Source: an optimization exercise on an open RTL-to-GDS flow (aim: small area). Production flows keep margins and buffers that such runs may drop.
Only simulation tests tie the RTL to the original design; equivalence was not proved.

==> job 6991 <==
## colmux_scan
module colmux_scan(clk_scan, rst_scan_n, row_i, wave_i, ack_t_i, ser_o, srclk_o, rclk_o, sstat_o, req_t_o, bundle_o);
  input clk_scan;
  wire clk_scan;
  input rst_scan_n;
  wire rst_scan_n;
  input [4:0] row_i;
  wire [4:0] row_i;
  input [2:0] wave_i;
  wire [2:0] wave_i;
  input ack_t_i;
  wire ack_t_i;
  output ser_o;
  reg ser_o;
  output srclk_o;
  reg srclk_o;
  output rclk_o;
  reg rclk_o;
  output [15:0] sstat_o;
  wire [15:0] sstat_o;
  output req_t_o;
  reg req_t_o;
  output [43:0] bundle_o;
  wire [43:0] bundle_o;
  wire _0_;
  wire _100_;
  wire _101_;
  wire _102_;
  wire _103_;
  wire _104_;
  wire _105_;
  wire _106_;
  wire _107_;
  wire _108_;
  wire _109_;
  wire _10_;
  wire _110_;
  wire _111_;
  wire _112_;
  wire _113_;
  wire _114_;
  wire _115_;
  wire _116_;
  wire _117_;
  wire _118_;
  wire _119_;
  wire _11_;
  wire _120_;
  wire _121_;
  wire _122_;
  wire _123_;
  wire _124_;
  wire _125_;
  wire _126_;
  wire _127_;
  wire _128_;
  wire _129_;
  wire _12_;
  wire _130_;
  wire _131_;
  wire _132_;
  wire _133_;
  wire _134_;
  wire _135_;
  wire _136_;
  wire _137_;
  wire _138_;
  wire _139_;
  wire _13_;
  wire _140_;
  wire _141_;
  wire _142_;
  wire _143_;
  wire _144_;
  wire _145_;
  wire _146_;
  wire _147_;
  wire _148_;
  wire _149_;
  wire _14_;
  wire _150_;
  wire _151_;
  wire _152_;
  wire _153_;
  wire _154_;
  wire _155_;
  wire _156_;
  wire _157_;
  wire _158_;
  wire _159_;
  wire _15_;
  wire _160_;
  wire _161_;
  wire _162_;
  wire _163_;
  wire _164_;
  wire _165_;
  wire _166_;
  wire _167_;
  wire _168_;
  wire _169_;
  wire _16_;
  wire _170_;
  wire _171_;
  wire _172_;
  wire _173_;
  wire _174_;
  wire _175_;
  wire _176_;
  wire _177_;
  wire _178_;
  wire _179_;
  wire _17_;
  wire _180_;
  wire _181_;
  wire _182_;
  wire _183_;
  wire _184_;
  wire _185_;
  wire _186_;
  wire _187_;
  wire _188_;
  wire _189_;
  wire _18_;
  wire _190_;
  wire _191_;
  wire _192_;
  wire _193_;
  wire _194_;
  wire _195_;
  wire _196_;
  wire _197_;
  wire _198_;
  wire _199_;
  wire _19_;
  wire _1_;
  wire _200_;
  wire _201_;
  wire _202_;
  wire _203_;
  wire _204_;
  ...
clock: 10.0 ns
lec_check: 0
abc_area: 1
cap_margin: 20
core_margin: 2
core_utilization: 40
slew_margin: 20
standard.sh (not shown) runs the stock make flow with config.mk's settings and CLKGATE_MAP_FILE= SYNTH_SCRIPT=/design/flow/synth_recipe.tcl, a recipe that flattens the netlist after the stock synthesis.
==> flow/flow/run.sh <==
#!/bin/bash
# Standard layout, with a leaner clock tree (larger sink clusters, no dummy
# loads) and the smallest buffer on each port. Logs: flow.log and orfs/logs/.
set -euo pipefail
bash standard.sh \
  "CTS_ARGS=-sink_clustering_enable -repair_clock_nets -sink_clustering_size 10 -sink_clustering_max_diameter 50 -buf_list sky130_fd_sc_hd__clkbuf_4 -dont_use_dummy_load" \
  "BUFFER_PORTS_ARGS=-buffer_cell sky130_fd_sc_hd__buf_1" \
  finish > flow.log 2>&1
==> job 2873: changes against job 6991 <==
==> flow/flow/run.sh (replaced) <==
#!/bin/bash
# Standard layout, with four changes:
# - synthesis is the standard flow's own, but ABC maps with an area-oriented script
#   (flow/synth.tcl, flow/abc_amap.script);
# - every combinational cell starts from its smallest drive after floorplan
#   (flow/downsize.tcl; repair_design later upsizes or buffers where needed);
# - a leaner clock tree (clkbuf_4 clusters of at most 10 sinks, no dummy loads);
# - the smallest buffer on each port.
# Logs: flow.log here and ORFS's own logs under orfs/logs/.
set -euo pipefail
bash standard.sh \
  "SYNTH_SCRIPT=$PWD/flow/synth.tcl" \
  "POST_FLOORPLAN_TCL=$PWD/flow/downsize.tcl" \
  "CTS_ARGS=-sink_clustering_enable -repair_clock_nets -sink_clustering_size 9 -sink_clustering_max_diameter 45 -buf_list sky130_fd_sc_hd__clkbuf_4 -dont_use_dummy_load" \
  "BUFFER_PORTS_ARGS=-buffer_cell sky130_fd_sc_hd__buf_1" \
  finish > flow.log 2>&1
==> flow/flow/abc_amap.script (new file) <==
strash
dch -f
amap
topo
==> flow/flow/downsize.tcl (new file) <==
# Run after floorplan (POST_FLOORPLAN_TCL): give every combinational cell the
# smallest drive strength of its family. Timing has ample slack at this
# period; placement's repair_design then restores drive wherever slew,
# capacitance or fanout call for it. Registers and clock cells are left alone.
set db [ord::get_db]
set block [ord::get_db_block]
set dont_use $::env(DONT_USE_CELLS)
set swapped 0
set saved 0
foreach inst [$block getInsts] {
  set master [$inst getMaster]
  set name [$master getName]
  if {![regexp {^(sky130_fd_sc_hd__[a-z0-9]+?)_([0-9]+)$} $name -> base drive]} { continue }
  if {[regexp {__(df|edf|sdf|dl|tap|fill|decap|conb|clk|lpflow|probe)} $base]} { continue }
  set best $master
  set best_area [expr {[$master getWidth] * [$master getHeight]}]
  foreach d {0 1 2 3 4 6 8 12 16} {
    set cand_name ${base}_$d
    if {[lsearch -exact $dont_use $cand_name] >= 0} { continue }
    set cand [$db findMaster $cand_name]
    if {$cand eq "NULL"} { continue }
    set a [expr {[$cand getWidth] * [$cand getHeight]}]
    if {$a < $best_area} {
      set best $cand
      set best_area $a
    }
  }
  if {$best ne $master} {
    set saved [expr {$saved + [$master getWidth] * [$master getHeight] - $best_area}]
    $inst swapMaster $best
    incr swapped
  }
}
puts "downsize: $swapped cells swapped to their smallest drive, [expr {$saved / 1e6}] um2 saved"
==> flow/flow/synth.tcl (new file) <==
# The standard synthesis (synth_recipe.tcl in the work folder, run
# unchanged), except that ABC maps the combinational logic with an
# area-oriented script (abc_amap.script beside this file) instead of ORFS's
# abc_area/abc_speed script. Registers are mapped before ABC runs, so their
# names and cell types are those of the standard synthesis.
set flow_dir [file dirname [file normalize [info script]]]
set ::amap_script [file join $flow_dir abc_amap.script]
proc abc {args} {
  set i [lsearch -exact $args -script]
  if {$i >= 0 && [regexp {abc_(area|speed)\.script$} [lindex $args [expr {$i + 1}]]]} {
    lset args [expr {$i + 1}] $::amap_script
    puts "flow/synth.tcl: ABC script replaced by $::amap_script"
  }
  yosys abc {*}$args
}
source [file join [file dirname $flow_dir] synth_recipe.tcl]
==> job 4202: changes against job 6991 <==
==> flow/flow/run.sh (replaced) <==
#!/bin/bash
# Standard layout, with four changes:
# - synthesis is the standard flow's own, but extract_fa is skipped and ABC maps with an
#   area-oriented script
#   (flow/synth.tcl, flow/abc_amap.script);
# - every combinational cell starts from its smallest drive after floorplan
#   (flow/downsize.tcl; repair_design later upsizes or buffers where needed);
# - a leaner clock tree (clkbuf_4 clusters of at most 10 sinks, no dummy loads);
# - the smallest buffer on each port.
# Logs: flow.log here and ORFS's own logs under orfs/logs/.
set -euo pipefail
bash standard.sh \
  "SYNTH_SCRIPT=$PWD/flow/synth.tcl" \
  "POST_FLOORPLAN_TCL=$PWD/flow/downsize.tcl" \
  "CTS_ARGS=-sink_clustering_enable -repair_clock_nets -sink_clustering_size 12 -sink_clustering_max_diameter 35 -buf_list sky130_fd_sc_hd__clkbuf_4 -dont_use_dummy_load" \
  "BUFFER_PORTS_ARGS=-buffer_cell sky130_fd_sc_hd__buf_1" \
  finish > flow.log 2>&1
==> flow/flow/abc_amap.script (new file) <==
strash
dch -f
amap
topo
==> flow/flow/downsize.tcl (new file) <==
# Run after floorplan (POST_FLOORPLAN_TCL): give every combinational cell the
# smallest drive strength of its family. Timing has ample slack at this
# period; placement's repair_design then restores drive wherever slew,
# capacitance or fanout call for it. Registers and clock cells are left alone.
set db [ord::get_db]
set block [ord::get_db_block]
set dont_use $::env(DONT_USE_CELLS)
set swapped 0
set saved 0
foreach inst [$block getInsts] {
  set master [$inst getMaster]
  set name [$master getName]
  if {![regexp {^(sky130_fd_sc_hd__[a-z0-9]+?)_([0-9]+)$} $name -> base drive]} { continue }
  if {[regexp {__(df|edf|sdf|dl|tap|fill|decap|conb|clk|lpflow|probe)} $base]} { continue }
  set best $master
  set best_area [expr {[$master getWidth] * [$master getHeight]}]
  foreach d {0 1 2 3 4 6 8 12 16} {
    set cand_name ${base}_$d
    if {[lsearch -exact $dont_use $cand_name] >= 0} { continue }
    set cand [$db findMaster $cand_name]
    if {$cand eq "NULL"} { continue }
    set a [expr {[$cand getWidth] * [$cand getHeight]}]
    if {$a < $best_area} {
      set best $cand
      set best_area $a
    }
  }
  if {$best ne $master} {
    set saved [expr {$saved + [$master getWidth] * [$master getHeight] - $best_area}]
    $inst swapMaster $best
    incr swapped
  }
}
puts "downsize: $swapped cells swapped to their smallest drive, [expr {$saved / 1e6}] um2 saved"
==> flow/flow/synth.tcl (new file) <==
# The standard synthesis (synth_recipe.tcl in the work folder, run
# unchanged), except for the combinational mapping: Yosys's extract_fa (which
# pulls XOR/AND pairs out as half/full adder cells before ABC sees them) is
# skipped, and ABC maps with an area-oriented script (abc_amap.script beside
# this file) instead of ORFS's abc_area/abc_speed script. Registers are
# mapped before ABC runs, so their names and cell types are those of the
# standard synthesis.
set flow_dir [file dirname [file normalize [info script]]]
set ::amap_script [file join $flow_dir abc_amap.script]
proc abc {args} {
  set i [lsearch -exact $args -script]
  if {$i >= 0 && [regexp {abc_(area|speed)\.script$} [lindex $args [expr {$i + 1}]]]} {
    lset args [expr {$i + 1}] $::amap_script
    puts "flow/synth.tcl: ABC script replaced by $::amap_script"
  }
  yosys abc {*}$args
}
proc extract_fa {args} {
  puts "flow/synth.tcl: extract_fa skipped"
}
source [file join [file dirname $flow_dir] synth_recipe.tcl]
--- a/flow/config.mk
+++ b/flow/config.mk
@@ -8,5 +8,5 @@
 export ABC_AREA = 1
 export CAP_MARGIN = 20
 export CORE_MARGIN = 2
-export CORE_UTILIZATION = 40
+export CORE_UTILIZATION = 65
 export SLEW_MARGIN = 20
==> results.json <==
{
  "status": "no timing/DRC/antenna violations",
  "p_int_uw": 1160,
  "max_freq_mhz": 159,
  "routed_wl_um": 15000,
  "path_buf_inv": 3,
  "wl_met3_um": 883,
  "dr_total_vias": 4728,
  "synth_area_leaders": "edfxtp_1, dfrtp_1, dfxtp_1",
  "powerClk_uw": 419,
  "synth_top_family_by_area": "compound AO/OA/AOI/OAI gates",
  "clkLatencyLatePin_ns": 0.67
}
# the run above: job 2873

==> results.json <==
{
  "max_freq_mhz": 207,
  "wl_met3_um": 648,
  "powerClk_uw": 396,
  "dr_total_vias": 4877,
  "routed_wl_um": 14500,
  "p_int_uw": 1150,
  "synth_area_leaders": "edfxtp_1, dfrtp_1, nand2_1",
  "status": "no timing/DRC/antenna violations",
  "synth_top_family_by_area": "simple AND/OR/NAND/NOR gates"
}
# the run above: job 6991

==> results.json <==
{
  "status": "no timing/DRC/antenna violations",
  "routed_wl_um": 13600,
  "crit_path_max_incr_delay_ns": 0.55,
  "synth_top_family_by_area": "compound AO/OA/AOI/OAI gates",
  "hold_ws_ns": 0.345,
  "rsz0062_at_grt": "false",
  "powerClk_uw": 429,
  "synth_area_leaders": "edfxtp_1, dfrtp_1, dfxtp_1",
  "dr_total_vias": 4706,
  "grt_use_met2": 0.311,
  "p_leak_uw": 0.00305,
  "required_ns": 8.00,
  "syn_area_um2": 8340,
  "synth_top_area_share": 0.587,
  "max_freq_mhz": 168,
  "wl_met3_um": 859
}
# the run above: job 4202

==> separate check: timing with driven ports <==
Ports are ideal in the flow. The routed layouts listed here were re-timed in OpenROAD. Step 1, drivers: a clkbuf_16 drives clk_scan and a buf_2 each remaining input, both assumed. Step 2 also shifts input and output timing later by t, the mid clock arrival at the registers, as if the neighbouring blocks saw the same clock. Slacks: no drivers / after step 1 / after step 2; pairs: no drivers / after step 1.
| run | shift t [ns] | slack for setup (ns) | hold slack, ns | worst data-port slew with drivers (ns) |
|---|---|---|---|---|
| job 6991 | 0.632 | 5.160 / 5.127 / 5.759 | 0.330 / 0.330 / 0.330 | 0.04 |
| job 2873 | 0.664 | 3.729 / 3.695 / 4.359 | 0.336 / 0.336 / 0.336 | 0.03 |
| job 4202 | 0.579 | 4.041 / 4.008 / 4.587 | 0.345 / 0.345 / 0.345 | 0.04 |
After both steps every run listed still meets setup and hold.
